Background: an optimization exercise with open tools, aiming at small area, a short achievable clock period and few clock cycles. Do not read the settings as production practice.
In this exercise RTL edits were held to simulation tests only and were not proved equivalent to the original.
Power figures rest on the tool's default switching activity, not on a simulated workload.

$ cat flow/flow/run.sh
#!/bin/bash
set -euo pipefail
bash standard.sh SETUP_SLACK_MARGIN=8 "BUFFER_PORTS_ARGS=-buffer_cell sky130_fd_sc_hd__buf_4" finish > orfs_make.log 2>&1
$ cat flow/standard.sh
#!/bin/bash
# synth_recipe.tcl (not shown) runs the flow's synth.tcl, then flattens the netlist and writes it again
# the make line also repeats each setting of config.mk as NAME=value (left out here)
make -C /OpenROAD-flow-scripts/flow DESIGN_CONFIG=/design/flow/config.mk WORK_HOME=/design/flow/orfs CLKGATE_MAP_FILE= SYNTH_SCRIPT=/design/flow/synth_recipe.tcl "${@:-finish}"
$ cat flow/config.mk
export PLATFORM = sky130hd
export DESIGN_NAME = th_core
export DESIGN_NICKNAME = th_core
export VERILOG_FILES = /design/flow/design.v
export SDC_FILE = /design/flow/constraint.sdc
export NUM_CORES = 4
export LEC_CHECK = 0
export CAP_MARGIN = 20
export CORE_MARGIN = 2
export CORE_UTILIZATION = 40
export SLEW_MARGIN = 20
export TNS_END_PERCENT = 5
$ cat flow/constraint.sdc
create_clock -name core_clock -period 12.0 [get_ports {clk}]
set_input_delay 2.4000 -clock core_clock [delete_from_list [all_inputs] [get_ports {clk}]]
set_output_delay 2.4000 -clock core_clock [all_outputs]
set_load 0.01 [all_outputs]
$ cat flow/design.v
module th_ks_add #(parameter W = 32, parameter L = 5) (    
    input  wire [W-1:0] a,
    input  wire [W-1:0] b,
    input  wire         cin,
    output wire [W-1:0] s,
    output wire         cout
);
    wire [W-1:0] p0 = a ^ b;
    wire [W-1:0] g [0:L];
    wire [W-1:0] p [0:L];
    assign g[0] = (a & b) | {{(W-1){1'b0}}, p0[0] & cin};
    assign p[0] = p0;
    genvar l, i;
    generate
        for (l = 0; l < L; l = l + 1) begin : g_lvl
            for (i = 0; i < W; i = i + 1) begin : g_bit
                if (i >= (1 << l)) begin : g_op
                    assign g[l+1][i] = g[l][i] | (p[l][i] & g[l][i-(1<<l)]);
                    assign p[l+1][i] = p[l][i] & p[l][i-(1<<l)];
                end else begin : g_pass
                    assign g[l+1][i] = g[l][i];
                    assign p[l+1][i] = p[l][i];
                end
            end
        end
    endgenerate
    assign s    = p0 ^ {g[L][W-2:0], cin};
    assign cout = g[L][W-1];
endmodule
module th_core (
    input  wire        clk,
    input  wire        rst,           
    input  wire        run_start,
    input  wire [31:0] run_budget,    
    output wire        busy,
    output reg         done,
    output wire [31:0] consumed,
    output reg         refused,
    input  wire        host_wr,
    input  wire [4:0]  host_idx,
    input  wire [15:0] host_wdata,
    input  wire        di_req,
    input  wire [1:0]  irq_line,      
    output wire [31:0] pc_o,
    output wire [31:0] st_o,
    output wire        intout,
    output wire        mem_req,
    output wire        mem_we,
    output wire [27:0] mem_addr,
    output wire [15:0] mem_wdata,
    input  wire        mem_ready,
    input  wire [15:0] mem_rdata
);
    localparam [31:0] ST_INIT   = 32'h0000_0010;
    localparam        IE_BIT    = 21;
    localparam [11:0] K_NOP  = 12'h000;
    localparam [11:0] K_MOVI = 12'h001;
    localparam [11:0] K_ADDI = 12'h002;
    localparam [11:0] K_DSJ  = 12'h003;
    localparam [11:0] K_STL  = 12'h004;
    localparam [11:0] K_LDL  = 12'h005;
    localparam [11:0] K_STW  = 12'h006;
    localparam [11:0] K_LDW  = 12'h007;
    localparam [11:0] K_EINT = 12'h008;
    localparam [11:0] K_DINT = 12'h009;
    localparam [11:0] K_RETI = 12'h00A;
    localparam [11:0] K_JMPA = 12'h00B;
    localparam [11:0] K_TSTOP= 12'h00C;
    localparam I_IDLE = 0,  I_F = 1,  I_O1 = 2,  I_O2 = 3,  I_D1 = 4,  I_D2 = 5,
               I_FIN = 6,   I_BOOT0 = 7, I_BOOT1 = 8,
               I_INT0 = 9,  I_INT1 = 10, I_INT2 = 11, I_INT3 = 12, I_INT4 = 13,
               I_INT5 = 14, I_INT6 = 15, I_INT7 = 16,
               I_R0 = 17,   I_R1 = 18,   I_R2 = 19,   I_R3 = 20,   I_R4 = 21;
    localparam NS = 22;
    reg  [NS-1:0] S;
    reg  [NS-1:0] Sn;
    wire sIDLE = S[I_IDLE], sF = S[I_F], sO1 = S[I_O1], sO2 = S[I_O2], sD1 = S[I_D1], sD2 = S[I_D2];
    wire sFIN = S[I_FIN], sBOOT0 = S[I_BOOT0], sBOOT1 = S[I_BOOT1];
    wire sINT0 = S[I_INT0], sINT1 = S[I_INT1], sINT2 = S[I_INT2], sINT3 = S[I_INT3];
    wire sINT4 = S[I_INT4], sINT5 = S[I_INT5], sINT6 = S[I_INT6], sINT7 = S[I_INT7];
    wire sR0 = S[I_R0], sR1 = S[I_R1], sR2 = S[I_R2], sR3 = S[I_R3], sR4 = S[I_R4];
    reg [31:0] regs [0:15];           
    reg [31:0] pc;
    reg [31:0] st;
    reg [31:0] icounter;              
    reg [31:0] budget;
    reg [31:0] total;
    reg        stop_flag;
    reg        pend_hi, pend_di, pend_wv;
    reg [15:0] io [0:31];
    reg        k_movi, k_addi, k_dsj, k_stl, k_ldl, k_stw, k_ldw, k_jmpa;    
    reg [3:0]  rn;                    
    reg [31:0] an;                    
    reg [15:0] lo;                    
    reg [15:0] wdata;                 
    reg [3:0]  vsel;                  
    reg        nocheck;               
    reg        wb_addi;               
    reg        ioph;                  
    reg [15:0] io_q;
    reg [27:0] abus;                  
    reg        a_en, a_we;            
    wire       a_io = (abus[27:11] == 17'h18000);    
    wire [31:0] sp = regs[15];
    assign busy   = ~sIDLE;
    assign pc_o   = pc;
    assign st_o   = st;
    assign intout = io[15][7];
    assign consumed  = budget;         
    assign mem_req   = a_en & ~a_io;
    assign mem_we    = a_we;
    assign mem_addr  = abus;
    assign mem_wdata = wdata;
    wire [15:0] intpend = {4'b0, pend_wv, pend_di, pend_hi, 6'b0, irq_line[1], irq_line[0], 1'b0};
    wire [15:0] irq     = intpend & io[17];
    wire        nmi     = io[16][8];
    wire        mirq    = st[IE_BIT] & (irq[9] | irq[10] | irq[11] | irq[1] | irq[2]);
    reg [3:0] sel_vsel;
    always @(*) begin
        if (nmi)          sel_vsel = 4'h7;    
        else if (irq[9])  sel_vsel = 4'h6;    
        else if (irq[10]) sel_vsel = 4'h5;    
        else if (irq[11]) sel_vsel = 4'h4;    
        else if (irq[1])  sel_vsel = 4'hE;    
        else              sel_vsel = 4'hD;    
    end
    wire        ok      = a_en & (a_io ? (a_we | ioph) : mem_ready);
    wire [15:0] rd      = a_io ? io_q : mem_rdata;
    wire [4:0]  acc_idx = abus[4:0];
    wire [31:0] cons      = budget - icounter;
    wire [31:0] total_rep = total + budget - icounter;
    reg [15:0] io_rdata;
    always @(*) begin
        if (acc_idx == 5'd18)      io_rdata = intpend;
        else if (acc_idx == 5'd30) io_rdata = total_rep[19:4];
        else                       io_rdata = io[acc_idx];
    end
    wire        bus_io_wr = a_en & a_we & a_io;
    wire        io_wr     = bus_io_wr | (host_wr & sIDLE);
    wire [4:0]  io_widx   = bus_io_wr ? acc_idx : host_idx;
    wire [15:0] io_wdata  = bus_io_wr ? wdata : host_wdata;
    wire        halt_zero = bus_io_wr & (acc_idx == 5'd16) & wdata[15];
    wire loop_go  = ~icounter[31] & (icounter != 32'd0) & ~stop_flag;
    wire f_finish = sF & ~nocheck & ~loop_go;
    wire f_int    = sF & ~nocheck & loop_go & (nmi | mirq);
    wire f_take   = sF & (nocheck | (loop_go & ~nmi & ~mirq)) & ok;
    wire [11:0] rk     = rd[15:4];
    wire        r_one  = (rk == K_NOP) || (rk == K_EINT) || (rk == K_DINT) || (rk == K_TSTOP);
    wire        r_unas = (rk > K_TSTOP);
    wire        r_reti = (rk == K_RETI);
    wire [31:0] add_b = (sINT0 | sINT3) ? 32'hFFFF_FFE0 :
                        (sR2 | sR4)     ? 32'd32 :
                        sO1             ? 32'hFFFF_FFFF : {{16{lo[15]}}, lo};
    wire [31:0] sum;
    th_ks_add #(32, 5) u_sum (.a(an), .b(add_b), .cin(1'b0), .s(sum), .cout());
    wire dsj_taken = (an != 32'd1);
    wire rf_we  = wb_addi | sINT0 | sINT3 | ((sR2 | sR4) & ok)
                | (ok & ((sO1 & k_dsj) | (sO2 & k_movi) | (sD1 & k_ldw) | (sD2 & k_ldl)));
    wire rf_sum = ~(sO2 | sD1 | sD2);
    wire [31:0] rf_wd = rf_sum ? sum : (k_ldw ? {16'd0, rd} : {rd, lo});
    wire [31:0] rf_wd_r = rst ? 32'd0 : rf_wd;
    integer i;
    always @(posedge clk)
        for (i = 0; i < 16; i = i + 1)
            if (rst || (rf_we && rn == i)) regs[i] <= rf_wd_r;
    wire [3:0]  rn_new = (f_int | r_reti) ? 4'd15 : rd[3:0];
    wire [31:0] an_new = (wb_addi && rn == rn_new) ? sum : regs[rn_new];
    wire [15:0] io_wd_r = rst ? 16'd0 : io_wdata;
    wire        nmi_clr = f_int & nmi;
    always @(posedge clk) begin
        for (i = 0; i < 32; i = i + 1)
            if (i != 18 && i != 30 && (rst || (io_wr && io_widx == i))) io[i] <= io_wd_r;
        if (nmi_clr) io[16][8] <= 1'b0;
    end
    wire charge = (f_take & r_one)
                | (ok & ((sO1 & (k_addi | k_dsj)) | (sO2 & (k_movi | k_jmpa))
                       | (sD1 & (k_ldw | k_stw)) | sD2 | sR4 | sINT7));
    wire [4:0]  cost    = sF ? 5'd1 : sO1 ? 5'd2 : (sO2 | sD1) ? 5'd3 : sD2 ? 5'd4 : sR4 ? 5'd8 : 5'd16;
    wire [31:0] icnt_c  = icounter - {27'd0, cost};
    wire [31:0] icnt_c3 = icounter - 32'd3;
    wire [31:0] ncost   = 32'd0 - {27'd0, cost};
    wire        take3   = sO1 & k_dsj & dsj_taken;
    wire [31:0] icnt_next = halt_zero ? (charge ? ncost : 32'd0)
                          : charge ? (take3 ? icnt_c3 : icnt_c) : icounter;
    wire [27:0] pcw_inc  = pc[31:4] + 28'd1;
    wire [27:0] abus_inc = abus + 28'd1;
    wire [27:0] dsj_tgt  = pcw_inc + {{12{rd[15]}}, rd};
    wire        br_take  = sO1 & k_dsj & dsj_taken;    
    wire [31:0] rdlo     = {rd, lo};
    localparam A_HOLD = 0, A_PC = 1, A_PCI = 2, A_TGT = 3, A_RDLO = 4, A_INC = 5,
               A_SUM = 6, A_SP = 7, A_VEC = 8;
    reg [3:0] asel;
    reg       n_en, n_we;
    always @(*) begin
        Sn   = S;
        asel = A_HOLD;
        n_en = a_en;
        n_we = a_we;
        if (sBOOT0 && ok) begin Sn[I_BOOT0] = 1'b0; Sn[I_BOOT1] = 1'b1; asel = A_INC; end
        if (sBOOT1 && ok) begin Sn[I_BOOT1] = 1'b0; Sn[I_IDLE]  = 1'b1; n_en = 1'b0; end
        if (sIDLE && run_start && !io[16][15]) begin
            Sn[I_IDLE] = 1'b0; Sn[I_F] = 1'b1; asel = A_PC; n_en = 1'b1; n_we = 1'b0;
        end
        if (f_finish || sFIN) begin
            Sn[I_F] = 1'b0; Sn[I_FIN] = 1'b0; Sn[I_IDLE] = 1'b1; n_en = 1'b0;
        end
        if (f_int) begin Sn[I_F] = 1'b0; Sn[I_INT0] = 1'b1; n_en = 1'b0; end
        if (f_take) begin
            asel = A_PCI;
            if (!r_one) begin
                Sn[I_F] = 1'b0;
                if (r_unas)      begin Sn[I_FIN] = 1'b1; n_en = 1'b0; end
                else if (r_reti) begin Sn[I_R0]  = 1'b1; n_en = 1'b0; end
                else                   Sn[I_O1]  = 1'b1;
            end
        end
        if (sO1 && ok) begin
            Sn[I_O1] = 1'b0;
            asel = A_PCI;                     
            if (k_addi || k_dsj) Sn[I_F]  = 1'b1;
            else                 Sn[I_O2] = 1'b1;
        end
        if (sO2 && ok) begin
            Sn[I_O2] = 1'b0;
            if (k_movi)      begin Sn[I_F] = 1'b1; asel = A_PCI; end
            else if (k_jmpa) begin Sn[I_F] = 1'b1; asel = A_RDLO; end
            else begin
                Sn[I_D1] = 1'b1; asel = A_RDLO;
                n_we = k_stl | k_stw;
            end
        end
        if (sD1 && ok) begin
            Sn[I_D1] = 1'b0;
            if (k_ldw || k_stw) begin Sn[I_F] = 1'b1; asel = A_PC; n_we = 1'b0; end
            else                begin Sn[I_D2] = 1'b1; asel = A_INC; end
        end
        if (sD2 && ok) begin Sn[I_D2] = 1'b0; Sn[I_F] = 1'b1; asel = A_PC; n_we = 1'b0; end
        if (sINT0) begin Sn[I_INT0] = 1'b0; Sn[I_INT1] = 1'b1; asel = A_SUM; n_en = 1'b1; n_we = 1'b1; end
        if (sINT1 && ok) begin Sn[I_INT1] = 1'b0; Sn[I_INT2] = 1'b1; asel = A_INC; end
        if (sINT2 && ok) begin Sn[I_INT2] = 1'b0; Sn[I_INT3] = 1'b1; n_en = 1'b0; end
        if (sINT3) begin Sn[I_INT3] = 1'b0; Sn[I_INT4] = 1'b1; asel = A_SUM; n_en = 1'b1; n_we = 1'b1; end
        if (sINT4 && ok) begin Sn[I_INT4] = 1'b0; Sn[I_INT5] = 1'b1; asel = A_INC; end
        if (sINT5 && ok) begin Sn[I_INT5] = 1'b0; Sn[I_INT6] = 1'b1; asel = A_VEC; n_we = 1'b0; end
        if (sINT6 && ok) begin Sn[I_INT6] = 1'b0; Sn[I_INT7] = 1'b1; asel = A_INC; end
        if (sINT7 && ok) begin Sn[I_INT7] = 1'b0; Sn[I_F] = 1'b1; asel = A_RDLO; end
        if (sR0) begin Sn[I_R0] = 1'b0; Sn[I_R1] = 1'b1; asel = A_SP; n_en = 1'b1; n_we = 1'b0; end
        if (sR1 && ok) begin Sn[I_R1] = 1'b0; Sn[I_R2] = 1'b1; asel = A_INC; end
        if (sR2 && ok) begin Sn[I_R2] = 1'b0; Sn[I_R3] = 1'b1; asel = A_SUM; end
        if (sR3 && ok) begin Sn[I_R3] = 1'b0; Sn[I_R4] = 1'b1; asel = A_INC; end
        if (sR4 && ok) begin Sn[I_R4] = 1'b0; Sn[I_F] = 1'b1; asel = A_RDLO; end
    end
    reg [27:0] na;
    always @(*) begin
        case (asel)
            A_PC:    na = pc[31:4];
            A_PCI:   na = pcw_inc;
            A_RDLO:  na = rdlo[31:4];
            A_INC:   na = abus_inc;
            A_SUM:   na = sum[31:4];
            A_SP:    na = sp[31:4];
            A_VEC:   na = {23'h7FFFFF, vsel[3:0], 1'b0};
            default: na = abus;
        endcase
    end
    wire finish = f_finish | sFIN;
    always @(posedge clk) begin
        if (rst) begin
            S         <= {{(NS-1){1'b0}}, 1'b1} << I_BOOT0;
            abus      <= 28'hFFFFFFE;
            a_en      <= 1'b1;
            a_we      <= 1'b0;
            pend_hi   <= 1'b0;
            pend_di   <= 1'b0;
            pend_wv   <= 1'b0;
            pc        <= 32'd0;
            st        <= ST_INIT;
            icounter  <= 32'd0;
            budget    <= 32'd0;
            total     <= 32'd0;
            stop_flag <= 1'b0;
            k_movi    <= 1'b0;
            k_addi    <= 1'b0;
            k_dsj     <= 1'b0;
            k_stl     <= 1'b0;
            k_ldl     <= 1'b0;
            k_stw     <= 1'b0;
            k_ldw     <= 1'b0;
            k_jmpa    <= 1'b0;
            rn        <= 4'd0;
            an        <= 32'd0;
            lo        <= 16'd0;
            wdata     <= 16'd0;
            vsel      <= 4'd0;
            nocheck   <= 1'b0;
            wb_addi   <= 1'b0;
            ioph      <= 1'b0;
            io_q      <= 16'd0;
            done      <= 1'b0;
            refused   <= 1'b0;
        end else begin
            S       <= Sn;
            abus    <= na;
            a_en    <= n_en;
            a_we    <= n_we;
            done    <= 1'b0;
            wb_addi <= 1'b0;
            if (a_en & a_io & ~a_we & ~ioph) begin
                ioph <= 1'b1;
                io_q <= io_rdata;
            end else begin
                ioph <= 1'b0;
            end
            if (io_wr) begin
                if (io_widx == 5'd15 && !io[15][3] && io_wdata[3])
                    pend_hi <= 1'b1;
                if (io_widx == 5'd18) begin
                    if (!io_wdata[9])  pend_hi <= 1'b0;
                    if (!io_wdata[10]) pend_di <= 1'b0;
                    if (!io_wdata[11]) pend_wv <= 1'b0;
                end
            end
            if (di_req && sIDLE)
                pend_di <= 1'b1;
            icounter <= icnt_next;
            if (f_take || f_int) begin
                rn <= rn_new;
                an <= an_new;
            end else if (rf_we) begin
                an <= rf_wd;
            end
            if (finish) begin
                budget   <= cons;
                total    <= total_rep;
                done     <= 1'b1;
            end
            if (sBOOT0 && ok) lo <= rd;
            if (sBOOT1 && ok) pc <= rdlo;
            if (sIDLE && run_start) begin
                refused   <= 1'b0;
                budget    <= run_budget;
                icounter  <= run_budget;
                stop_flag <= 1'b0;
                nocheck   <= 1'b0;
                if (io[16][15]) begin
                    budget   <= 32'd0;
                    done     <= 1'b1;
                end
            end
            if (f_int) vsel <= sel_vsel;
            if (f_take) begin
                k_movi  <= (rk == K_MOVI);
                k_addi  <= (rk == K_ADDI);
                k_dsj   <= (rk == K_DSJ);
                k_stl   <= (rk == K_STL);
                k_ldl   <= (rk == K_LDL);
                k_stw   <= (rk == K_STW);
                k_ldw   <= (rk == K_LDW);
                k_jmpa  <= (rk == K_JMPA);
                pc      <= {pcw_inc, 4'b0};
                nocheck <= 1'b0;
                if (rk == K_EINT)  st[IE_BIT] <= 1'b1;
                if (rk == K_DINT)  st[IE_BIT] <= 1'b0;
                if (rk == K_TSTOP) stop_flag  <= 1'b1;
                if (r_unas)        refused    <= 1'b1;
            end
            if (sO1 && ok) begin
                lo <= rd;
                pc <= {pcw_inc, 4'b0};
                if (k_addi) wb_addi <= 1'b1;
            end
            if (sO2 && ok) begin
                pc    <= k_jmpa ? rdlo : {pcw_inc, 4'b0};
                wdata <= an[15:0];
            end
            if (sD1 && ok) begin
                lo    <= rd;
                wdata <= an[31:16];
            end
            if (sINT0)        wdata <= pc[15:0];
            if (sINT1 && ok)  wdata <= pc[31:16];
            if (sINT3)        wdata <= st[15:0];
            if (sINT4 && ok)  wdata <= st[31:16];
            if (sINT5 && ok)  st    <= ST_INIT;
            if (sINT6 && ok)  lo    <= rd;
            if (sINT7 && ok) begin
                pc      <= rdlo;
                nocheck <= 1'b1;
            end
            if (sR1 && ok) lo <= rd;
            if (sR2 && ok) st <= rdlo;
            if (sR3 && ok) lo <= rd;
            if (sR4 && ok) pc <= rdlo;
            if (br_take && ok) begin
                pc   <= {dsj_tgt, 4'b0};
                abus <= dsj_tgt;
            end
        end
    end
endmodule
==> impl_results.md, run 1 <==
* Compound-Gate Fraction of Synth Area at 0.188
* Max_slew headroom at 0.245
* Worst-Skew Late Latency at 810 ps
* H-tree Lvls at 4
* Final Hold Fails at 0
* R2r worst-path depth at 19
* Remaining antenna violation count after routing at 0
* Area grow syn2layout at 23.6%
* Syn_nets at around 5500
* Post-route insts no fill at ~8000
* Initial antenna violation count at 15
* Total GRT Usage at 0.318
* DR DRC count at 0
* Main synth FF type: edfxtp_1
* Post-synthesis async set-or-reset flop share at 0
* Reg2reg start: abus[22]$_SDFFE_PP1P_
* First-pass GRT wire length at 348000 um
* Crit path max fanout at 3
* Die Wd at just under 400 um
* Initial Utilization at 0.402
* Row count at 142
* Clock root cell: clkbuf_16
* CTS tree: built
* Worst Slack Setup Final at 7040 ps
* Status: complete, no violations
* Count of cell types in the netlist at 94
* Final Skew at 47.9 ps
* R2R setup slack at 7240 ps
* Critical Path Most Common Cell: a41o_1
* Register area share after synthesis at 0.597
* Count of max-cap constraint violations at 0
* Mapped Cells at 5249
* Placed Instances at 7330
* Pwr dens at ~160 nW/um^2
* Final setup fails at 0
* WS Path Type: primary input to register
* Worst Setup Start Kind: primary input
* Die area at 153000 um^2
* Vias in the first global route at 45700
* Fmax at 202 MHz
* Final nets at 5924
* Req. time, crit path at roughly 13000 ps
* Yosys top cell area share at 0.495
* Reg2reg end: abus[25]$_SDFFE_PP1P_
* Final slew viol count at 0
* Endpoint class of the critical path: register
* Die Span Y at 392 um
* Post-DP HPWL at approximately 160000 um
* Synth top area cells: edfxtp_1 50%, dfxtp_1 10%, a22oi_1 3.5%
* Actual slew at the worst max-slew pin at 1130 ps
* DRT Wirelength at 260000 um
* Fin crit period at around 5000 ps
* Cell Area, Synth at between 60000 and 70000 um^2
* Hold-fix buffers at CTS at 0
* Dpl ws at 5580 ps
* Crit-path max cell delay at 370 ps
* Post-synth EDFFs at 991
* Largest family of logic cells by synthesized area: compound AO/OA/AOI/OAI gates
* Min-Delay Path Class: register to register
* #FFs+latches synth at 1296
* Hold worst-path end: total[18]$_SDFFE_PP0P_
* Num CTS Buffers at 135
* Placer Congestion at 1.01
* Vias at 50800
* Area of the core at 150000 um^2
* Post-Synth Simple-Gate Area at 0.117
* Count leader, synth: edfxtp_1
* Mux share of post-synthesis cell area at 0.0127
* Adder-Cell Fraction of Synth Area at 0.0328
* TNS Setup at 0 ps
* Input/output buffers at 222
* Vias/cell at approximately 6.5
* Layout cells sized above 1 at 0.221
* Clock sinks at 1296
* P_leak at 27.4 nW
* VDD IR max at ~0.10 mV
* Hold path start: total[18]$_SDFFE_PP0P_
* Routed len/inst at around 33 um
* Leading area contributor after synthesis: edfxtp_1
* RSZ-0062 raised after global routing: true
* Largest net degree at the start of global routing at 90
* Critical path's slowest cell: fa_2
* Clock Tree Buf Depth at 3
* Grt total ovfl at 0
* Crit-path cells: buf_12, a21boi_4, nor2_4, clkinv_4, ha_4, fa_2, a211oi_2, o21ai_1, nand4_1, a32oi_2, a41o_1, a41o_1, o41ai_4, o21bai_1, a21oi_2, xor2_2, a221oi_1
* Drt pass-1 iters at 9
* Hold Crit Depth at 2
* Number of DRC markers in iteration 0 at approximately 8000
* Post-synth top cells: 991 x edfxtp_1, 483 x nor2_1, 416 x nand2_1, 340 x a21oi_1, 305 x dfxtp_1
* Worst path arrival time at 5680 ps
* XOR/XNOR share of the synthesized area at 0.0216
* Synth warnings at 4
* Pwr Total at 11.6 mW
* Clock slew at reported path FFs at ~70 ps
* Syn_area_per_cell at 11.5 um^2
* Final critical-path share of the clock period at 0.413
* I/O pin count at 223
-- layout make-up --
cell class	count	area, um^2
fill	13200	75300
sequential	1296	36000
multi-input combinational	3481	25000
timing repair buffer	627	5820
clock buffer	177	3690
tap	2016	2520
inverter	162	667
clock inverter	64	644
antenna	9	22.5
-- critical path, delay by kind of cell --
family | cells | cell delay (ps)
simple gates | 2 | 320
compound gates | 10 | 2060
xor+xnor | 1 | 120
fa+ha+maj | 2 | 550
buf+inv | 2 | 230
-- report_power, final --
part           internal, mW  switching, mW  leakage [nW]
Clock                  2.34           1.86          2.12
Combinational         0.749           1.34          12.6
Sequential             5.15          0.210          12.6
Total                  8.24           3.41          27.4
-- cells by family after synthesis --
logic type	after synthesis
AO/OA/AOI/OAI	1609
AND/OR/NAND/NOR	1502
flip-flops	1296
buffers and inverters	475
XOR/XNOR	148
adder cells (fa/ha/maj)	144
multiplexers	75
-- per-layer routing --
| layer | global-route usage | vias up | routed length, um |
|---|---|---|---|
| li1 | - | 21300 | - |
| met2 | 0.463 | 3778 | 110000 |
| met5 | 0 | - | 96 |
| met4 | 0.145 | 14 | 14300 |
| met1 | 0.441 | 25100 | 99800 |
| met3 | 0.0860 | 652 | 35200 |
-- sequential cells by signal, summed over array words and instances, names as in the netlist, 4 cells and up --
| name | flops |
|---|---|
| io_q | 16 |
| pc | 32 |
| icounter | 32 |
| vsel | 4 |
| S | 22 |
| st | 32 |
| regs | 512 |
| io | 480 |
| lo | 16 |
| rn | 4 |
| budget | 32 |
| abus | 28 |
| an | 32 |
| wdata | 16 |
| total | 20 |
-- through the flow --
stage	hold slack [ps]	instance area (um^2)	utilization
floorplan	432	60600	-
global placement	439	65000	0.434
detailed placement	445	65000	0.434
CTS	451	71200	0.476
global route	476	74300	0.497
finish	451	74300	0.497
-- repair_timing --
item / in CTS / in global routing
buffers inserted: 94 / 128
pin swaps: 63 / 172
gates resized for setup: 199 / 393
gates cloned: 8 / 22
setup endpoints to repair: 1701 / 1588
-- layout by cell type (no fill, tap or decap), drive strengths merged, types with 30 or more instances in the layout --
master / Yosys / routed
edfxtp: 991 / 991
buf: 59 / 611
nor2: 486 / 486
nand2: 417 / 418
a21oi: 341 / 341
dfxtp: 305 / 305
a22oi: 279 / 279
o21ai: 218 / 218
clkbuf: 254 / 191
inv: 156 / 160
nand3: 146 / 146
a221oi: 138 / 138
ha: 121 / 121
a211oi: 116 / 116
nor3: 102 / 102
nand4: 97 / 97
xnor2: 97 / 97
a22o: 80 / 80
mux2i: 67 / 67
o211ai: 53 / 53
xor2: 51 / 51
clkinv: 6 / 51
a21o: 49 / 49
a222oi: 43 / 43
and3: 42 / 42
o21a: 36 / 36
nor4: 31 / 31
a31oi: 30 / 30
-- worst max-delay path by stage --
| stage | startpoint | end | slack (ps) |
|---|---|---|---|
| floorplan | mem_rdata[0] | pc[30]$_SDFFE_PP0P_ | 6460 |
| global placement | mem_ready | abus[24]$_SDFFE_PP1P_ | 5590 |
| detailed placement | mem_ready | abus[24]$_SDFFE_PP1P_ | 5580 |
| CTS | mem_rdata[0] | pc[28]$_SDFFE_PP0P_ | 7130 |
| global route | mem_rdata[0] | abus[26]$_SDFFE_PP1P_ | 6970 |
| finish | mem_rdata[0] | pc[28]$_SDFFE_PP0P_ | 7040 |
Testbench counts, summed over its fixed seeds: cycles 182,188.
==> run 2: changes to the inputs <==
==> flow/flow/run.sh (replaced) <==
#!/bin/bash
set -euo pipefail
bash standard.sh SETUP_SLACK_MARGIN=10 finish > orfs_make.log 2>&1
--- a/flow/config.mk
+++ b/flow/config.mk
@@ -8,5 +8,6 @@
 export CAP_MARGIN = 20
 export CORE_MARGIN = 2
 export CORE_UTILIZATION = 40
+export CTS_BUF_LIST = sky130_fd_sc_hd__clkbuf_8
 export SLEW_MARGIN = 20
 export TNS_END_PERCENT = 5
==> run 2 against run 1 <==
  * Sequential power about the same
  * Cell area rose by 0.82%
  * Critical path depth down 16
  * Non-clock buffer count rose by 49
  * Combinational power is 2% higher
  * Synthesized area is the same
  * Sequential share of layout area shrank 0.34 points
  * Setup slack improved by 76 ps
  * Sequential cell count is the same
  * Maximum frequency increased by 1.6%
==> impl_results.md, run 2 <==
* Clock root cell: clkbuf_8
* Largest net degree at the start of global routing at 68 (-24%)
* CTS tree: built
* Reg2reg start: pc[6]$_SDFFE_PP0P_
* Count of cell types in the netlist at 94 (unchanged)
* Leading area contributor after synthesis: edfxtp_1
* Logic pwr share at 0.192 (+0.013)
* Crit-path cells: clkdlybuf4s50_1
* Final Hold Fails at 0 (unchanged)
* Area grow syn2layout at 24.7%
* First-pass GRT wire length at 357000 um (+2.4%)
* Met1 GRT Util at 0.454 (+0.0129)
* #FFs+latches synth at 1296 (unchanged)
* Final Hold Slack at 438 ps (-12.6 ps)
* Worst-Skew Late Latency at 990 ps (+180 ps)
* Placer Congestion at 0.994 (-1.6%)
* Synth top area cells: edfxtp_1 50%, dfxtp_1 10%, a22oi_1 3.5%
* Final Skew at 52.9 ps (+5.05 ps)
* Hold path start: k_addi$_SDFFE_PP0P_
* GR Util met3 at 0.0946 (+0.00857)
* Internal power component at 7.72 mW (-6.3%)
* Reg2reg end: abus[26]$_SDFFE_PP1P_
* Dpl ws at 5250 ps (-335 ps)
* Crit path max fanout at 9 (+6)
* Mapped Cells at 5249 (unchanged)
* Worst Slack Setup Final at 7120 ps (+76.0 ps)
* Layout cells sized above 1 at 0.206 (-0.0147)
* Placement Cell Area at 65500 um^2 (+0.86%)
* TNS Setup at 0 ps (unchanged)
* DR DRC count at 0 (unchanged)
* Count of max-cap constraint violations at 0 (unchanged)
* Main synth FF type: edfxtp_1
* Final slew viol count at 0 (unchanged)
* Initial Utilization at 0.402 (unchanged)
* Pwr dens at 149 nW/um^2 (-5.2%)
* H-tree Lvls at 4 (unchanged)
* Register area share after synthesis at 0.597 (unchanged)
* Max_slew headroom at 0.208 (-0.0365)
* Final setup fails at 0 (unchanged)
* Status: complete, no violations
* Clock Tree Buf Depth at 3 (unchanged)
* Req. time, crit path at 9600 ps (-3120 ps)
* Area of the core at 150000 um^2 (unchanged)
* Clock sinks at 1296 (unchanged)
* Critical path's slowest cell: dfxtp_1
* Routed len/inst at 32.2 um (-2.9%)
* Syn_nets at 5470 (unchanged)
* Min-Delay Path Class: register to register
* RSZ-0062 raised after global routing: true
* Initial antenna violation count at 21 (+6)
* Worst path arrival time at 2480 ps (-3200 ps)
* R2r worst-path depth at 17 (-2)
* Post-synthesis async set-or-reset flop share at 0 (unchanged)
* Remaining antenna violation count after routing at 0 (unchanged)
* Hold Crit Depth at 2 (unchanged)
* Vias/cell at 6.37 (-1.8%)
* Largest register FFs at 512 (unchanged)
* Fmax at 205 MHz (+1.6%)
* Sw power at 3.41 mW (+0.16%)
* Final critical-path share of the clock period at 0.407 (-0.00633)
* R2R setup slack at 7300 ps (+60 ps)
* Number of DRC markers in iteration 0 at 7822 (-5.1%)
* Num CTS Buffers at 207 (+53%)
* Clock share of power at 0.326 (-0.035)
* Die area at 153000 um^2 (unchanged)
* Total GRT Usage at 0.326 (+0.00822)
* Syn_area_per_cell at 11.5 um^2 (unchanged)
* Post-synth EDFFs at 991 (unchanged)
* Largest regs: regs (512), io (480)
* Switch share at 0.307 (+0.0140)
* Register area at 36000 um^2 (+0.11%)
* Endpoint class of the critical path: output port
* Hold worst-path end: wb_addi$_SDFF_PP0_
* Fill cells at 13300 (+0.47%)
* WS Path Type: register to output port
* Actual slew at the worst max-slew pin at 1180 ps (+51.6 ps)
* Final nets at 6052 (+2.2%)
* Post-synth top cells: 991 x edfxtp_1, 483 x nor2_1, 416 x nand2_1, 340 x a21oi_1, 305 x dfxtp_1
* Commonest non-fill, non-tap cell in the layout: edfxtp_1
* P_leak at 27.5 nW (+0.46%)
* Count leader, synth: edfxtp_1
* Drt pass-1 iters at 8 (-1)
* Finished Core Util at 0.501 (+0.00410)
* Sequential power share at 0.482 (+0.022)
* Vias at 51100 (+0.50%)
* Placed Instances at 7330 (unchanged)
* Multi-input gate area at 25200 um^2 (+0.85%)
* Crit-path max cell delay at 820 ps (+450 ps)
* Most Crowded Layer GR: met2
* I/O pin count at 223 (unchanged)
* Die Span Y at 392 um (unchanged)
* Worst Setup Start Kind: register
* Synth warnings at 4 (unchanged)
* Final instance area at 74900 um^2 (+0.82%)
* Worst Path Buf+Inv at 1 (-1)
* Delay-heaviest family, CP: flip-flops
* VDD IR max at 0.0862 mV (-16%)
* Vias in the first global route at 46700 (+2.2%)
* Die Wd at 392 um (unchanged)
* Pwr Total at 11.1 mW (-4.4%)
* Most frequent cells in the layout: 991 x edfxtp_1, 434 x nor2_1, 366 x nand2_1
* Cell Area, Synth at 60100 um^2 (unchanged)
* Post-DP HPWL at 161000 um (+0.15%)
* Grt total ovfl at 0 (unchanged)
* Clock slew at reported path FFs at 70 ps (about the same)
* Biggest register: regs
* Row count at 142 (unchanged)
* Hold-fix buffers at CTS at 0 (unchanged)
* DRT Wirelength at 258000 um (-0.55%)
* GR Util met2 at 0.473 (+0.0103)
* Input/output buffers at 222 (unchanged)
* Fin crit period at 4880 ps (-76.0 ps)
* Yosys top cell area share at 0.495 (unchanged)
* Post-route insts no fill at 8019 (+2.4%)
-- run 2: power by group through the flow --
stage	combinational [mW]	sequential [mW]	clock, mW
final	2.13	5.36	3.63
after global routing	2.25	5.38	3.85
after global placement	1.82	5.43	0
after floorplan	1.12	5.35	0
after CTS	2.00	5.35	3.66
after detailed placement	1.82	5.44	0
-- run 2: timing repair --
item                       4_1_cts  5_1_grt
resized for setup              447      269
setup endpoints to repair     2433     2433
setup buffers                  190       90
cloned                          19        9
pin swaps                      141       83
-- run 2: logic make-up after synthesis --
logic type | synth area share
AOI/OAI and AO/OA | 0.188
and+or+nand+nor | 0.117
DFF | 0.597
buffers and inverters | 0.0310
xor gates and xnor gates | 0.0216
adders and majority gates | 0.0328
muxes | 0.0127
-- run 2: layout make-up --
cell class | instances | area share
Sequential cell | 1296 | 0.480
Antenna cell | 19 | 0.000634
Inverter | 162 | 0.00883
Clock inverter | 138 | 0.0101
Timing Repair Buffer | 676 | 0.0888
Multi-Input combinational cell | 3488 | 0.336
Tap cell | 2016 | 0.0337
Clock buffer | 224 | 0.0411
-- run 2: layer usage --
metal  share of wire  vias to the layer above
li1                -                    21600
met1            0.39                    25300
met2            0.42                     3632
met3            0.13                      603
met4           0.048                        8
met5         0.00019                        -
-- run 2: how the worst max path moves through the flow --
| stage | depth (start not counted) | end | startpoint | slack [ps] |
|---|---|---|---|---|
| global placement | 10 | abus[4]$_SDFFE_PP1P_ | mem_ready | 5320 |
| detailed placement | 17 | pc[30]$_SDFFE_PP0P_ | mem_rdata[0] | 5250 |
| global route | 18 | abus[26]$_SDFFE_PP1P_ | mem_rdata[0] | 7070 |
| CTS | 5 | mem_req | abus[23]$_SDFFE_PP1P_ | 7170 |
| floorplan | 16 | pc[30]$_SDFFE_PP0P_ | mem_rdata[0] | 6460 |
| finish | 1 | mem_addr[1] | abus[1]$_SDFFE_PP1P_ | 7120 |
==> run 3: changes to the inputs <==
==> flow/flow/run.sh (replaced) <==
#!/bin/bash
set -euo pipefail
bash standard.sh SETUP_SLACK_MARGIN=8 finish > orfs_make.log 2>&1
==> run 3 against run 2 <==
  * Still clean on timing, DRC and antenna
  * First-iteration DRC count shrank 6.1%
  * Setup slack got worse by 30 ps
  * Combinational power fell by 2%
  * Synthesized cell count unchanged
  * Die area stayed put
  * Sequential share of layout area increased by 0.80 points
  * Sequential cell count is the same
  * Maximum frequency fell by 0.61%
  * Critical endpoint is now mem_wdata[13]
==> impl_results.md, run 3 <==
* Status: complete, no violations
* Placed Instances at 7325 (-0.068%)
* Count leader, synth: edfxtp_1
* Pwr Total at 11.2 mW (+0.38%)
* Worst Setup Start Kind: register
* Row count at 142 (unchanged)
* Syn_area_per_cell at 11.5 um^2 (unchanged)
* Vias/cell at 6.42 (+0.81%)
* Count of max-cap constraint violations at 0 (unchanged)
* CTS tree: built
* Number of DRC markers in iteration 0 at 7347 (-6.1%)
* Final Hold Fails at 0 (unchanged)
* Num CTS Buffers at 205 (-0.97%)
* Reg2reg start: abus[11]$_SDFFE_PP1P_
* #FFs+latches synth at 1296 (unchanged)
* Req. time, crit path at 9600 ps (about the same)
* TNS Setup at 0 ps (unchanged)
* Syn_nets at 5470 (unchanged)
* Yosys top cell area share at 0.495 (unchanged)
* Clock root cell: clkbuf_8
* Final Hold Slack at 454 ps (+15.7 ps)
* Drt pass-1 iters at 7 (-1)
* First-pass GRT wire length at 351000 um (-1.5%)
* H-tree Lvls at 4 (unchanged)
* Final critical-path share of the clock period at 0.410 (+0.00249)
* Placer Congestion at 1.02 (+2.1%)
* Pwr dens at 152 nW/um^2 (+2.2%)
* Area of the core at 150000 um^2 (unchanged)
* Clock slew at reported path FFs at 60 ps (about the same)
* DR DRC count at 0 (unchanged)
* Initial Utilization at 0.402 (unchanged)
* VDD IR max at 0.0883 mV (+2.5%)
* Worst path arrival time at 2510 ps (+30 ps)
* Vias at 51100 (-0.045%)
* R2r worst-path depth at 19 (+2)
* Biggest register: regs
* Final nets at 5973 (-1.3%)
* Min-Delay Path Class: register to register
* Grt total ovfl at 0 (unchanged)
* Synth warnings at 4 (unchanged)
* Post-synth EDFFs at 991 (unchanged)
* Delay-heaviest family, CP: flip-flops
* RSZ-0062 raised after global routing: true
* Fin crit period at 4910 ps (+29.8 ps)
* Post-DP HPWL at 160000 um (-0.54%)
* Crit path depth at 1 (unchanged)
* Clock Tree Buf Depth at 3 (unchanged)
* Clock sinks at 1296 (unchanged)
* Area grow syn2layout at 22.5%
* Largest net degree at the start of global routing at 147 (+120%)
* Reg2reg end: pc[30]$_SDFFE_PP0P_
* Worst-Skew Late Latency at 1000 ps (about the same)
* Cell Area, Synth at 60100 um^2 (unchanged)
* DRT Wirelength at 255000 um (-1.3%)
* P_leak at 26.9 nW (-2.0%)
* Layout cells sized above 1 at 0.184 (-0.0220)
* Mapped Cells at 5249 (unchanged)
* Crit-path cells: clkdlybuf4s50_1
* Routed len/inst at 32.1 um (-0.42%)
* Fmax at 203 MHz (-0.61%)
* Total GRT Usage at 0.320 (-0.00636)
* Hold Crit Depth at 2 (unchanged)
* Largest regs: regs (512), io (480)
* Hold path start: total[0]$_SDFFE_PP0P_
* Initial antenna violation count at 25 (+19%)
* Die area at 153000 um^2 (unchanged)
* Crit path max fanout at 4 (-5)
* Main synth FF type: edfxtp_1
* Register area share after synthesis at 0.597 (unchanged)
* Die Span Y at 392 um (unchanged)
* Post-synthesis async set-or-reset flop share at 0 (unchanged)
* Leading area contributor after synthesis: edfxtp_1
* Crit-path max cell delay at 850 ps (+30 ps)
* I/O pin count at 223 (unchanged)
* Max_slew headroom at 0.174 (-0.0347)
* Count of cell types in the netlist at 94 (unchanged)
* R2R setup slack at 7290 ps (about the same)
* Vias in the first global route at 46300 (-0.98%)
* Remaining antenna violation count after routing at 0 (unchanged)
* Largest register FFs at 512 (unchanged)
* CP endpoint: mem_wdata[13]
* Die Wd at 392 um (unchanged)
* Input/output buffers at 222 (unchanged)
* Synth top area cells: edfxtp_1 50%, dfxtp_1 10%, a22oi_1 3.5%
* Final setup fails at 0 (unchanged)
* Actual slew at the worst max-slew pin at 1230 ps (+54.6 ps)
* Final Skew at 52.7 ps (-0.253 ps)
* Commonest non-fill, non-tap cell in the layout: edfxtp_1
* Post-route insts no fill at 7951 (-0.85%)
* WS Path Type: register to output port
* Critical Path Source: wdata[13]$_SDFFE_PP0P_
* Final slew viol count at 0 (unchanged)
* Most frequent cells in the layout: 991 x edfxtp_1, 446 x nor2_1, 373 x nand2_1
* Post-synth top cells: 991 x edfxtp_1, 483 x nor2_1, 416 x nand2_1, 340 x a21oi_1, 305 x dfxtp_1
* Endpoint class of the critical path: output port
* Critical path's slowest cell: dfxtp_1
* Worst Path Buf+Inv at 1 (unchanged)
run 3: cell counts after synthesis:
Identical to the previous run, type by type.
run 3: worst min path at each step:
stage,end
global route,total[15]$_SDFFE_PP0P_
finish,total[0]$_SDFFE_PP0P_
detailed placement,total[9]$_SDFFE_PP0P_
CTS,stop_flag$_SDFF_PP0_
global placement,k_stl$_SDFFE_PP0P_
floorplan,k_ldl$_SDFFE_PP0P_
run 3: what timing repair did:
item / in CTS / in global routing
setup endpoints to repair: 1838 / 1894
pin swaps: 62 / 90
resized for setup: 245 / 316
cloned: 10 / 8
setup buffers: 79 / 139
hold buffers: 0 / 0
run 3: logic make-up after synthesis:
group                      count (synthesis)  share of synthesized area
AOI/OAI and AO/OA                       1609                      0.188
and+or+nand+nor                         1502                      0.117
DFF                                     1296                      0.597
buffers and inverters                    475                     0.0310
xor gates and xnor gates                 148                     0.0216
adders and majority gates                144                     0.0328
muxes                                     75                     0.0127
run 3: per-layer routing:
layer  vias to the layer above  GRT usage  routed length, um
met5                         -          0                176
met4                        16      0.131              12100
met3                       612     0.0917              34600
met2                      3599      0.468             109000
met1                     25400      0.444              99700
li1                      21500          -                  -
run 3: stage by stage:
step	util	instance area (um^2)	worst slack [ps]
5_1_grt	0.492	73600	7000
3_3_place_gp	0.438	65500	5320
4_1_cts	0.476	71200	7050
2_1_floorplan	-	60600	6460
6_report	0.492	73600	7090
3_5_place_dp	0.438	65500	5280
run 3: area by class of cell:
type / count / area, um^2
clock inverters: 159 / 973
inverters: 162 / 668
clock buffers: 219 / 3010
multi-input cells: 3486 / 24800
fillers: 13500 / 76000
repair buffers: 601 / 5700
well taps: 2016 / 2520
flip-flops and latches: 1296 / 36000
diodes: 12 / 30.0
run 3: tightest hold or removal path, cell delays in order (launching register included):
cell and delay, ps:
dfxtp_1 310, nand2_1 50, a21oi_1 50
run 3: where the power goes:
group	switching [mW]	internal (mW)
logic	1.33	0.758
registers	0.208	5.15
clock network	1.87	1.86
==> run 4: changes to the inputs <==
--- a/flow/config.mk
+++ b/flow/config.mk
@@ -10,4 +10,4 @@
 export CORE_UTILIZATION = 40
 export CTS_BUF_LIST = sky130_fd_sc_hd__clkbuf_8
 export SLEW_MARGIN = 20
-export TNS_END_PERCENT = 5
+export TNS_END_PERCENT = 0
==> run 4 against run 3 <==
  * Largest cell class unchanged
  * Clock skew is 16 ps higher
  * Die area stayed put
  * Sequential share of layout area is 1.8 points higher
  * Cell area is 3.8% lower
  * Critical path type is now primary input to register
  * Still clean on timing, DRC and antenna
  * First-iteration DRC count is 2.0% lower
  * Synthesized area stayed put
  * Critical endpoint is now an[3]$_SDFFE_PP0P_
==> impl_results.md, run 4 <==
* Syn_nets at 5470 (unchanged)
* Worst Setup Start Kind: primary input
* Post-synth EDFFs at 991 (unchanged)
* Largest register FFs at 512 (unchanged)
* CTS tree: built
* Min-Delay Path Class: register to register
* Syn_area_per_cell at 11.5 um^2 (unchanged)
* Largest net degree at the start of global routing at 144 (-2.0%)
* Biggest register: regs
* Number of DRC markers in iteration 0 at 7203 (-2.0%)
* Mapped Cells at 5249 (unchanged)
* RSZ-0062 raised after global routing: true
* H-tree Lvls at 4 (unchanged)
* Yosys top cell area share at 0.495 (unchanged)
* Remaining antenna violation count after routing at 0 (unchanged)
* Most frequent cells in the layout: 991 x edfxtp_1, 449 x nor2_1, 394 x nand2_1
* Count leader, synth: edfxtp_1
* Pwr dens at 156 nW/um^2 (+2.7%)
* Fill cells at 13600 (+1.3%)
* Final nets at 5830 (-2.4%)
* I/O pin count at 223 (unchanged)
* Die Wd at 392 um (unchanged)
* DRT Wirelength at 249000 um (-2.3%)
* Routed wl met2 at 108000 um (-0.89%)
* Post-synthesis async set-or-reset flop share at 0 (unchanged)
* Vias/cell at 6.36 (-1.1%)
* Pwr Total at 11.0 mW (-1.2%)
* Commonest non-fill, non-tap cell in the layout: edfxtp_1
* DR DRC count at 0 (unchanged)
* P_leak at 25.7 nW (-4.6%)
* Area grow syn2layout at 17.9%
* Area of the core at 150000 um^2 (unchanged)
* Multi-input gate area at 23600 um^2 (-4.7%)
* Count of cell types in the netlist at 94 (unchanged)
* Hold-fix buffers at CTS at 0 (unchanged)
* Actual slew at the worst max-slew pin at 1150 ps (-82.0 ps)
* Final slew viol count at 0 (unchanged)
* Register area share after synthesis at 0.597 (unchanged)
* TNS Setup at 0 ps (unchanged)
* Worst Slack Setup Final at 6950 ps (-133 ps)
* Final setup fails at 0 (unchanged)
* Synth warnings at 4 (unchanged)
* VDD IR max at 0.0951 mV (+7.6%)
* Num CTS Buffers at 206 (+0.49%)
* Total GRT Usage at 0.315 (-0.00432)
* Routed len/inst at 31.9 um (-0.43%)
* Largest regs: regs (512), io (480)
* Final Skew at 68.4 ps (+15.7 ps)
* Cell Area, Synth at 60100 um^2 (unchanged)
* First-pass GRT wire length at 346000 um (-1.5%)
* Worst path arrival time at 5830 ps (+3320 ps)
* Status: complete, no violations
* Input/output buffers at 222 (unchanged)
* Final Hold Fails at 0 (unchanged)
* Compound-Gate Fraction of Synth Area at 0.188 (unchanged)
* Clock Tree Buf Depth at 3 (unchanged)
* Leading area contributor after synthesis: edfxtp_1
* Grt total ovfl at 0 (unchanged)
* Req. time, crit path at 12790 ps (+3190 ps)
* Initial Utilization at 0.402 (unchanged)
* Final critical-path share of the clock period at 0.421 (+0.0111)
* Post-DP HPWL at 160000 um (about the same)
* Initial antenna violation count at 17 (-32%)
* Wl on met1 at 101000 um (+1.0%)
* Met3 wire len at 31000 um (-10%)
* Mux share of post-synthesis cell area at 0.0127 (unchanged)
* Largest family of logic cells by synthesized area: compound AO/OA/AOI/OAI gates
* Fin crit period at 5050 ps (+133 ps)
* Endpoint class of the critical path: register
* Crit path max fanout at 32 (+28)
* Synth top area cells: edfxtp_1 50%, dfxtp_1 10%, a22oi_1 3.5%
* Drt pass-1 iters at 6 (-1)
* Clock sinks at 1296 (unchanged)
* Fmax at 198 MHz (-2.6%)
* Placer Congestion at 0.994 (-2.1%)
* Main synth FF type: edfxtp_1
* Clock root cell: clkbuf_8
* Vias in the first global route at 45800 (-0.97%)
* Die area at 153000 um^2 (unchanged)
* Die Span Y at 392 um (unchanged)
* WS Path Type: primary input to register
* Post-synth top cells: 991 x edfxtp_1, 483 x nor2_1, 416 x nand2_1, 340 x a21oi_1, 305 x dfxtp_1
* Dpl ws at 4880 ps (-400 ps)
* Layout cells sized above 1 at 0.134 (-0.0506)
* Adder-Cell Fraction of Synth Area at 0.0328 (unchanged)
* Count of max-cap constraint violations at 0 (unchanged)
* Clock slew at reported path FFs at 60 ps (about the same)
* Highest Signal Layer: met5
* Register area at 35900 um^2 (-0.22%)
* #FFs+latches synth at 1296 (unchanged)
* Worst-Skew Late Latency at 1010 ps (about the same)
* Post-Synth Simple-Gate Area at 0.117 (unchanged)
* Max_slew headroom at 0.230 (+0.0559)
* XOR/XNOR share of the synthesized area at 0.0216 (unchanged)
* Vias at 49600 (-2.9%)
* Row count at 142 (unchanged)
==> run 4: cell type report <==
cell class,instances,area share
clock inverter,154,0.0130
tap,2016,0.0356
multi-input combinational,3482,0.333
sequential,1296,0.506
timing repair buffer,461,0.0594
antenna,9,0.000318
clock buffer,223,0.0433
inverter,162,0.00915
==> run 4: report_power, final <==
| part | switching (mW) | internal, mW |
|---|---|---|
| clock network | 1.88 | 1.84 |
| logic | 1.29 | 0.677 |
| registers | 0.200 | 5.15 |
| total | 3.37 | 7.67 |
==> run 4: final timing paths <==
| kind | start | slack [ps] | depth (start not counted) | endpoint |
|---|---|---|---|---|
| setup reg to reg | S[9]$_SDFF_PP0_ | 7100 | 15 | regs[4][20]$_DFFE_PP_ |
| setup / recovery | mem_rdata[15] | 6950 | 15 | an[3]$_SDFFE_PP0P_ |
| hold reg to reg | total[6]$_SDFFE_PP0P_ | 450 | 2 | total[6]$_SDFFE_PP0P_ |
| hold / removal | total[6]$_SDFFE_PP0P_ | 450 | 2 | total[6]$_SDFFE_PP0P_ |
==> run 4: cells by family after synthesis <==
logic type / count (synthesis)
muxes: 75
buffers and inverters: 475
AOI/OAI and AO/OA: 1609
DFF: 1296
adders and majority gates: 144
and+or+nand+nor: 1502
xor gates and xnor gates: 148
==> run 4: metal layers <==
layer	vias up	GRT usage
met5	-	0
met4	20	0.118
met3	498	0.0827
met2	3299	0.467
met1	24700	0.443
li1	21100	-
==> run 4: worst max-delay path, stage by stage <==
cell,delay (ps)
clkdlybuf4s50_1,520
nor4_2,330
nand2_2,140
a211o_1,260
a22oi_2,180
buf_4,180
clkbuf_16,180
nor4_4,50
buf_4,340
a22o_1,310
a221o_1,260
a211oi_1,180
nand4_1,160
o211ai_1,180
a221oi_1,120
==> run 4: stage by stage <==
stage	instances	hold slack (ps)	util	instance area (um^2)
after detailed placement	7343	443	0.437	65300
after global routing	7798	471	0.474	70800
after global placement	7343	438	0.437	65300
final	7803	451	0.474	70900
after CTS	7770	452	0.470	70300
after floorplan	5249	432	-	60200
==> run 4: timing repair <==
item,4_1_cts,5_1_grt
pin swaps,27,29
setup endpoints to repair,1905,1749
gates cloned,2,3
buffers inserted,48,19
resized for setup,171,74
==> run 5: changes to the inputs <==
--- a/flow/config.mk
+++ b/flow/config.mk
@@ -10,4 +10,4 @@
 export CORE_UTILIZATION = 40
 export CTS_BUF_LIST = sky130_fd_sc_hd__clkbuf_8
 export SLEW_MARGIN = 20
-export TNS_END_PERCENT = 0
+export TNS_END_PERCENT = 2
==> run 5 against run 4 <==
  * Combinational power up 4%
  * Clock power decreased by 2%
  * Sequential power barely moved
  * Utilization grew 1.2 points
  * Largest cell class unchanged
  * Total power up 0.12%
  * Critical path depth down 14
  * Final cell count up 1.3%
  * Die area unchanged
  * Register-to-register slack gained 60 ps
  * Setup slack improved by 110 ps
  * Non-clock buffer count rose by 99
==> impl_results.md, run 5 <==
* Status: complete, no violations
* Delay-heaviest family, CP: flip-flops
* Die Span Y at 392 um (unchanged)
* Actual slew at the worst max-slew pin at 1140 ps (-11.1 ps)
* Vias/cell at 6.45 (+1.5%)
* Initial Utilization at 0.402 (unchanged)
* Count leader, synth: edfxtp_1
* Grt total ovfl at 0 (unchanged)
* Placer Congestion at 0.996 (+0.17%)
* Vias in the first global route at 46400 (+1.2%)
* Worst-Skew Late Latency at 960 ps (-50 ps)
* Drt pass-1 iters at 6 (unchanged)
* Register area at 36000 um^2 (+0.29%)
* Final critical-path share of the clock period at 0.412 (-0.00908)
* Most frequent cells in the layout: 991 x edfxtp_1, 443 x nor2_1, 383 x nand2_1
* Clock sinks at 1296 (unchanged)
* Leading area contributor after synthesis: edfxtp_1
* Final setup fails at 0 (unchanged)
* Dpl ws at 5140 ps (+262 ps)
* Num CTS Buffers at 204 (-0.97%)
* Syn_area_per_cell at 11.5 um^2 (unchanged)
* Post-synth top cells: 991 x edfxtp_1, 483 x nor2_1, 416 x nand2_1, 340 x a21oi_1, 305 x dfxtp_1
* Biggest register: regs
* CTS tree: built
* Total GRT Usage at 0.321 (+0.00529)
* Number of DRC markers in iteration 0 at 7652 (+6.2%)
* Worst Path Buf+Inv at 1 (-3)
* Largest regs: regs (512), io (480)
* Worst path arrival time at 2540 ps (-3290 ps)
* Fin crit period at 4940 ps (-109 ps)
* I/O pin count at 223 (unchanged)
* Hold-fix buffers at CTS at 0 (unchanged)
* Synth top area cells: edfxtp_1 50%, dfxtp_1 10%, a22oi_1 3.5%
* Pwr Total at 11.1 mW (+0.12%)
* Row count at 142 (unchanged)
* Post-DP HPWL at 159000 um (-0.39%)
* Final Hold Slack at 450 ps (-0.917 ps)
* Clock Tree Buf Depth at 3 (unchanged)
* Area grow syn2layout at 20.9%
* Vias at 51000 (+2.8%)
* Pwr dens at 152 nW/um^2 (-2.4%)
* Clock slew at reported path FFs at 70 ps (about the same)
* Post-synth EDFFs at 991 (unchanged)
* WS Path Type: register to output port
* First-pass GRT wire length at 351000 um (+1.6%)
* Main synth FF type: edfxtp_1
* Placed Instances at 7333 (-0.14%)
* #FFs+latches synth at 1296 (unchanged)
* Endpoint class of the critical path: output port
* Cell Area, Synth at 60100 um^2 (unchanged)
* Count of cell types in the netlist at 94 (unchanged)
* TNS Setup at 0 ps (unchanged)
* Synth warnings at 4 (unchanged)
* Crit-path cells: clkdlybuf4s50_1
* Largest net degree at the start of global routing at 77 (-47%)
* Mapped Cells at 5249 (unchanged)
* Count of max-cap constraint violations at 0 (unchanged)
* Die Wd at 392 um (unchanged)
* H-tree Lvls at 4 (unchanged)
* Final slew viol count at 0 (unchanged)
* Final Hold Fails at 0 (unchanged)
* Crit-path max cell delay at 910 ps (+390 ps)
* Min-Delay Path Class: register to register
* Yosys top cell area share at 0.495 (unchanged)
* Fmax at 202 MHz (+2.2%)
* DR DRC count at 0 (unchanged)
* Syn_nets at 5470 (unchanged)
* RSZ-0062 raised after global routing: true
* Post-synthesis async set-or-reset flop share at 0 (unchanged)
* P_leak at 26.5 nW (+3.2%)
* Initial antenna violation count at 21 (+4)
* Routed len/inst at 32.2 um (+0.67%)
* Critical path's slowest cell: dfxtp_1
* Req. time, crit path at 9600 ps (-3190 ps)
* Fill cells at 13600 (-0.64%)
* Post-route insts no fill at 7904 (+1.3%)
* Max_slew headroom at 0.237 (+0.00740)
* Input/output buffers at 222 (unchanged)
* Area of the core at 150000 um^2 (unchanged)
* Final Skew at 38.6 ps (-29.8 ps)
* Multi-input gate area at 24200 um^2 (+2.8%)
* DRT Wirelength at 254000 um (+2.0%)
* Largest register FFs at 512 (unchanged)
* Worst Slack Setup Final at 7060 ps (+109 ps)
* VDD IR max at 0.102 mV (+7.1%)
* Die area at 153000 um^2 (unchanged)
* Remaining antenna violation count after routing at 0 (unchanged)
* Layout cells sized above 1 at 0.169 (+0.0354)
* Crit path max fanout at 14 (-56%)
* Register area share after synthesis at 0.597 (unchanged)
* Clock root cell: clkbuf_8
* Final nets at 5925 (+1.6%)
* Commonest non-fill, non-tap cell in the layout: edfxtp_1
* Worst Setup Start Kind: register
[run 5: cell counts after synthesis]
Identical to the previous run, type by type.
[run 5: worst min-delay path, cell delays in order (launching register included)]
cell	delay (ps)
dfxtp_1	310
nand2_1	50
a21oi_1	50
[run 5: report_power, final]
group	internal, mW	switching (mW)
clock network	1.81	1.86
registers	5.15	0.207
logic	0.727	1.30
[run 5: cell type report]
type,count,area share
Clock inverter,166,0.0135
Timing Repair Buffer,560,0.0734
Tap cell,2016,0.0347
Multi-Input combinational cell,3480,0.333
Antenna cell,12,0.000413
Clock buffer,212,0.0401
Inverter,162,0.00902
Sequential cell,1296,0.495
[run 5: per-stage QoR]
| stage | util | area [um^2] |
|---|---|---|
| floorplan | - | 60400 |
| CTS | 0.476 | 71200 |
| detailed placement | 0.438 | 65500 |
| global placement | 0.437 | 65400 |
| global route | 0.486 | 72700 |
| finish | 0.486 | 72700 |
[run 5: logic make-up (layout without fill, tap and decap cells)]
group | count (synthesis) | in the layout | synth area share
flip-flops | 1296 | 1296 | 0.597
AND/OR/NAND/NOR | 1502 | 1504 | 0.117
XOR/XNOR | 148 | 148 | 0.0216
AO/OA/AOI/OAI | 1609 | 1609 | 0.188
multiplexers | 75 | 75 | 0.0127
buffers and inverters | 475 | 1100 | 0.0310
other | 0 | 12 | 0
adder cells (fa/ha/maj) | 144 | 144 | 0.0328
[run 5: path summary, 6_finish.rpt]
check,start,to,slack [ps],cells past startpoint
hold / removal,total[10]$_SDFFE_PP0P_,total[10]$_SDFFE_PP0P_,450,2
hold reg to reg,total[10]$_SDFFE_PP0P_,total[10]$_SDFFE_PP0P_,450,2
setup reg to reg,abus[11]$_SDFFE_PP1P_,pc[27]$_SDFFE_PP0P_,7160,20
setup / recovery,abus[3]$_SDFFE_PP1P_,mem_addr[3],7060,1
[run 5: metal layers]
metal | vias to the layer above | share of wire | global-route usage
met4 | 18 | 0.055 | 0.149
li1 | 21400 | - | -
met3 | 707 | 0.13 | 0.0796
met2 | 3630 | 0.42 | 0.472
met1 | 25300 | 0.39 | 0.444
met5 | - | 0.00048 | 0
[run 5: what timing repair did]
action / in CTS / in global routing
gates cloned: 8 / 3
pin swaps: 64 / 70
gates resized for setup: 268 / 215
setup buffers: 91 / 78
endpoints found under the setup margin: 2269 / 1763
==> run 6: changes to the inputs <==
--- a/flow/config.mk
+++ b/flow/config.mk
@@ -8,6 +8,6 @@
 export CAP_MARGIN = 20
 export CORE_MARGIN = 2
 export CORE_UTILIZATION = 40
-export CTS_BUF_LIST = sky130_fd_sc_hd__clkbuf_8
+export CTS_CLUSTER_SIZE = 30
 export SLEW_MARGIN = 20
 export TNS_END_PERCENT = 2
==> run 6 against run 5 <==
  * Via count shrank 0.39%
  * Clock skew down 8.3 ps
  * Synthesized cell count did not move
  * Setup slack worse by 43 ps
  * Sequential share of layout area down 0.99 points
  * Sequential power barely moved
  * Critical path type is now primary input to register
  * Total power up 5.0%
  * Clock power increased by 13%
  * Utilization increased by 0.96 points
  * Die area is the same
  * Largest cell class unchanged
  * Non-clock buffer count is 49 higher
  * Wire length increased by 0.15%
  * Still clean
==> impl_results.md, run 6 <==
* Reg2reg end: io[0][11]$_DFFE_PP_
* Routed len/inst at 32.6 um (+1.3%)
* Largest regs: regs (512), io (480)
* Worst path arrival time at 5670 ps (+3130 ps)
* Total GRT Usage at 0.318 (-0.00220)
* Syn_area_per_cell at 11.5 um^2 (unchanged)
* Crit path max fanout at 3 (-11)
* Actual slew at the worst max-slew pin at 1230 ps (+90.3 ps)
* Min-Delay Path Class: register to register
* Largest net degree at the start of global routing at 77 (unchanged)
* R2R setup slack at 7110 ps (-50 ps)
* R2r worst-path depth at 9 (-55%)
* CTS tree: built
* TNS Setup at 0 ps (unchanged)
* Vias in the first global route at 45900 (-0.88%)
* Synth top area cells: edfxtp_1 50%, dfxtp_1 10%, a22oi_1 3.5%
* Fill cells at 13200 (-2.3%)
* H-tree Lvls at 4 (unchanged)
* Final instance area at 74100 um^2 (+2.0%)
* Die Wd at 392 um (unchanged)
* Worst Setup Start Kind: primary input
* Clock Tree Buf Depth at 3 (unchanged)
* Drt pass-1 iters at 9 (+3)
* Input/output buffers at 222 (unchanged)
* Placer Congestion at 0.996 (unchanged)
* Cell Area, Synth at 60100 um^2 (unchanged)
* Most frequent cells in the layout: 991 x edfxtp_1, 440 x nor2_1, 383 x nand2_1
* RSZ-0062 raised after global routing: true
* Hold worst-path end: total[10]$_SDFFE_PP0P_
* Placement Cell Area at 65500 um^2 (unchanged)
* Pwr dens at 157 nW/um^2 (+2.9%)
* Hold path start: total[10]$_SDFFE_PP0P_
* Layout cells sized above 1 at 0.171 (+0.00176)
* Register area share after synthesis at 0.597 (unchanged)
* Endpoint class of the critical path: register
* P_leak at 26.8 nW (+0.82%)
* Clock sinks at 1296 (unchanged)
* First-pass GRT wire length at 349000 um (-0.50%)
* DR DRC count at 0 (unchanged)
* Clock slew at reported path FFs at 60 ps (about the same)
* Largest register FFs at 512 (unchanged)
* Initial antenna violation count at 19 (-9.5%)
* DRT Wirelength at 255000 um (+0.15%)
* Count leader, synth: edfxtp_1
* Post-synth top cells: 991 x edfxtp_1, 483 x nor2_1, 416 x nand2_1, 340 x a21oi_1, 305 x dfxtp_1
* Row count at 142 (unchanged)
* Count of max-cap constraint violations at 0 (unchanged)
* Num CTS Buffers at 136 (-33%)
* WS Path Type: primary input to register
* Yosys top cell area share at 0.495 (unchanged)
* Final Hold Fails at 0 (unchanged)
* Mapped Cells at 5249 (unchanged)
* Area of the core at 150000 um^2 (unchanged)
* Final nets at 5908 (-0.29%)
* Number of DRC markers in iteration 0 at 7673 (+0.27%)
* Area grow syn2layout at 23.3%
* Vias/cell at 6.50 (+0.74%)
* Die Span Y at 392 um (unchanged)
* Die area at 153000 um^2 (unchanged)
* Max_slew headroom at 0.171 (-0.0659)
* Count of cell types in the netlist at 94 (unchanged)
* Post-synthesis async set-or-reset flop share at 0 (unchanged)
* Req. time, crit path at 12690 ps (+3090 ps)
* Leading area contributor after synthesis: edfxtp_1
* Remaining antenna violation count after routing at 0 (unchanged)
* Synth warnings at 4 (unchanged)
* Final Skew at 30.3 ps (-8.30 ps)
* Post-synth EDFFs at 991 (unchanged)
* Final slew viol count at 0 (unchanged)
* Reg2reg start: abus[15]$_SDFFE_PP1P_
* Main synth FF type: edfxtp_1
* Fmax at 201 MHz (-0.87%)
* Biggest register: regs
* Final critical-path share of the clock period at 0.415 (+0.00360)
* Worst-Skew Late Latency at 800 ps (-160 ps)
* Hold Crit Depth at 2 (unchanged)
* Clock root cell: clkbuf_16
* Syn_nets at 5470 (unchanged)
* Fin crit period at 4980 ps (+43.2 ps)
* Initial Utilization at 0.402 (unchanged)
* Status: complete, no violations
* Vias at 50800 (-0.39%)
* I/O pin count at 223 (unchanged)
* Post-DP HPWL at 159000 um (unchanged)
* Commonest non-fill, non-tap cell in the layout: edfxtp_1
* #FFs+latches synth at 1296 (unchanged)
* VDD IR max at 0.0965 mV (-5.2%)
* Grt total ovfl at 0 (unchanged)
* Final setup fails at 0 (unchanged)
run 6: cell counts after synthesis:
Identical to the previous run, type by type.
run 6: stage by stage:
| stage | hold slack, ps | power, mW | worst slack, ps | cells | utilization |
|---|---|---|---|---|---|
| floorplan | 432 | 6.47 | 6460 | 5249 | - |
| global placement | 438 | 7.24 | 5200 | 7332 | 0.437 |
| detailed placement | 445 | 7.25 | 5140 | 7333 | 0.438 |
| CTS | 452 | 11.4 | 7040 | 7675 | 0.480 |
| global route | 480 | 11.9 | 6870 | 7810 | 0.495 |
| finish | 451 | 11.6 | 7020 | 7815 | 0.495 |
run 6: per-layer routing:
metal / share of wire / track usage / up-vias
met5: 0.00059 / 0 / -
met4: 0.054 / 0.145 / 22
met3: 0.13 / 0.0769 / 651
met2: 0.43 / 0.468 / 3519
met1: 0.39 / 0.445 / 25300
li1: - / - / 21300
run 6: final cells by class:
class                      count  area [um^2]  share of cell area
clock buffer                 183         3710              0.0501
tap                         2016         2520              0.0340
timing repair buffer         609         6050              0.0816
antenna                        7         17.5            0.000236
inverter                     162          667             0.00900
multi-input combinational   3482        24600               0.332
clock inverter                60          573             0.00773
sequential                  1296        36000               0.485
run 6: cell families (layout without fill, tap and decap cells):
logic type,after synthesis,after routing,share of synthesized area
other,0,7,0
adder cells (fa/ha/maj),144,144,0.0328
AND/OR/NAND/NOR,1502,1505,0.117
multiplexers,75,75,0.0127
flip-flops,1296,1296,0.597
XOR/XNOR,148,148,0.0216
AO/OA/AOI/OAI,1609,1610,0.188
buffers and inverters,475,1014,0.0310
run 6: worst max-delay path by stage:
stage | slack [ps] | end | start
6_report | 7020 | abus[22]$_SDFFE_PP1P_ | mem_rdata[0]
3_5_place_dp | 5140 | pc[31]$_SDFFE_PP0P_ | mem_rdata[9]
3_3_place_gp | 5200 | pc[30]$_SDFFE_PP0P_ | mem_rdata[9]
2_1_floorplan | 6460 | pc[30]$_SDFFE_PP0P_ | mem_rdata[0]
4_1_cts | 7040 | pc[30]$_SDFFE_PP0P_ | mem_rdata[0]
5_1_grt | 6870 | abus[24]$_SDFFE_PP1P_ | mem_rdata[0]
run 6: critical path: stages:
cell and delay, ps:
buf_6 100, a21boi_4 140, nor2_4 140, clkinv_4 100, ha_4 190, fa_2 390, a211oi_4 300, o21ai_2 100
nand4_1 160, a32oi_2 130, a41o_1 220, a41o_1 230, o41ai_4 360, buf_4 190, xnor2_2 60, nor2_2 200
a31oi_1 70, o21a_1 190
run 6: power by group:
group	switching [mW]	total [mW]	internal, mW
Combinational	1.32	2.09	0.771
Clock	1.83	4.16	2.32
Sequential	0.210	5.36	5.15
run 6: repair_timing:
item,CTS,global route
setup buffers,90,121
resized for setup,290,298
cloned,9,11
pin swaps,74,106
setup endpoints to repair,2310,1752
hold buffers,0,0

==> separate check: timing with driven ports <==
No port has a modelled driver above. Below, the same layouts with a new extraction and two added sets of constraints. Step 1, drivers: a clkbuf_16 drives clk and a buf_2 each remaining input, both assumed. Step 2, shift: input delay + t, output delay - t, t = (earliest + latest rising clock arrival at the registers) / 2. This alone moves slack from input paths to output paths. Slacks: ideal ports / drivers / drivers and shift; pairs: ideal ports / drivers.
| run | shift t [ns] | slack for setup (ns) | worst hold slack (ns) | slew at the worst register clock pin (ns) | cell pins on the clock port's net |
|---|---|---|---|---|---|
| run 1 | 0.863 | 7.039 / 7.064 / 6.201 | 0.451 / 0.451 / 0.451 | 0.07 / 0.07 | 1 |
| run 2 | 1.039 | 7.115 / 7.039 / 6.047 | 0.438 / 0.438 / 0.438 | 0.07 / 0.07 | 1 |
| run 3 | 1.056 | 7.085 / 6.998 / 6.032 | 0.454 / 0.454 / 0.454 | 0.07 / 0.07 | 1 |
| run 4 | 1.054 | 6.952 / 6.904 / 5.850 | 0.451 / 0.451 / 0.451 | 0.07 / 0.07 | 1 |
| run 5 | 1.023 | 7.061 / 6.984 / 6.104 | 0.450 / 0.450 / 0.450 | 0.07 / 0.07 | 1 |
| run 6 | 0.863 | 7.018 / 6.961 / 6.098 | 0.451 / 0.451 / 0.451 | 0.07 / 0.07 | 1 |
After both steps every run listed still meets setup and hold. The setup slack of run 4, which loses most, moves by -0.048 ns with the drivers and by -1.102 ns with both steps.
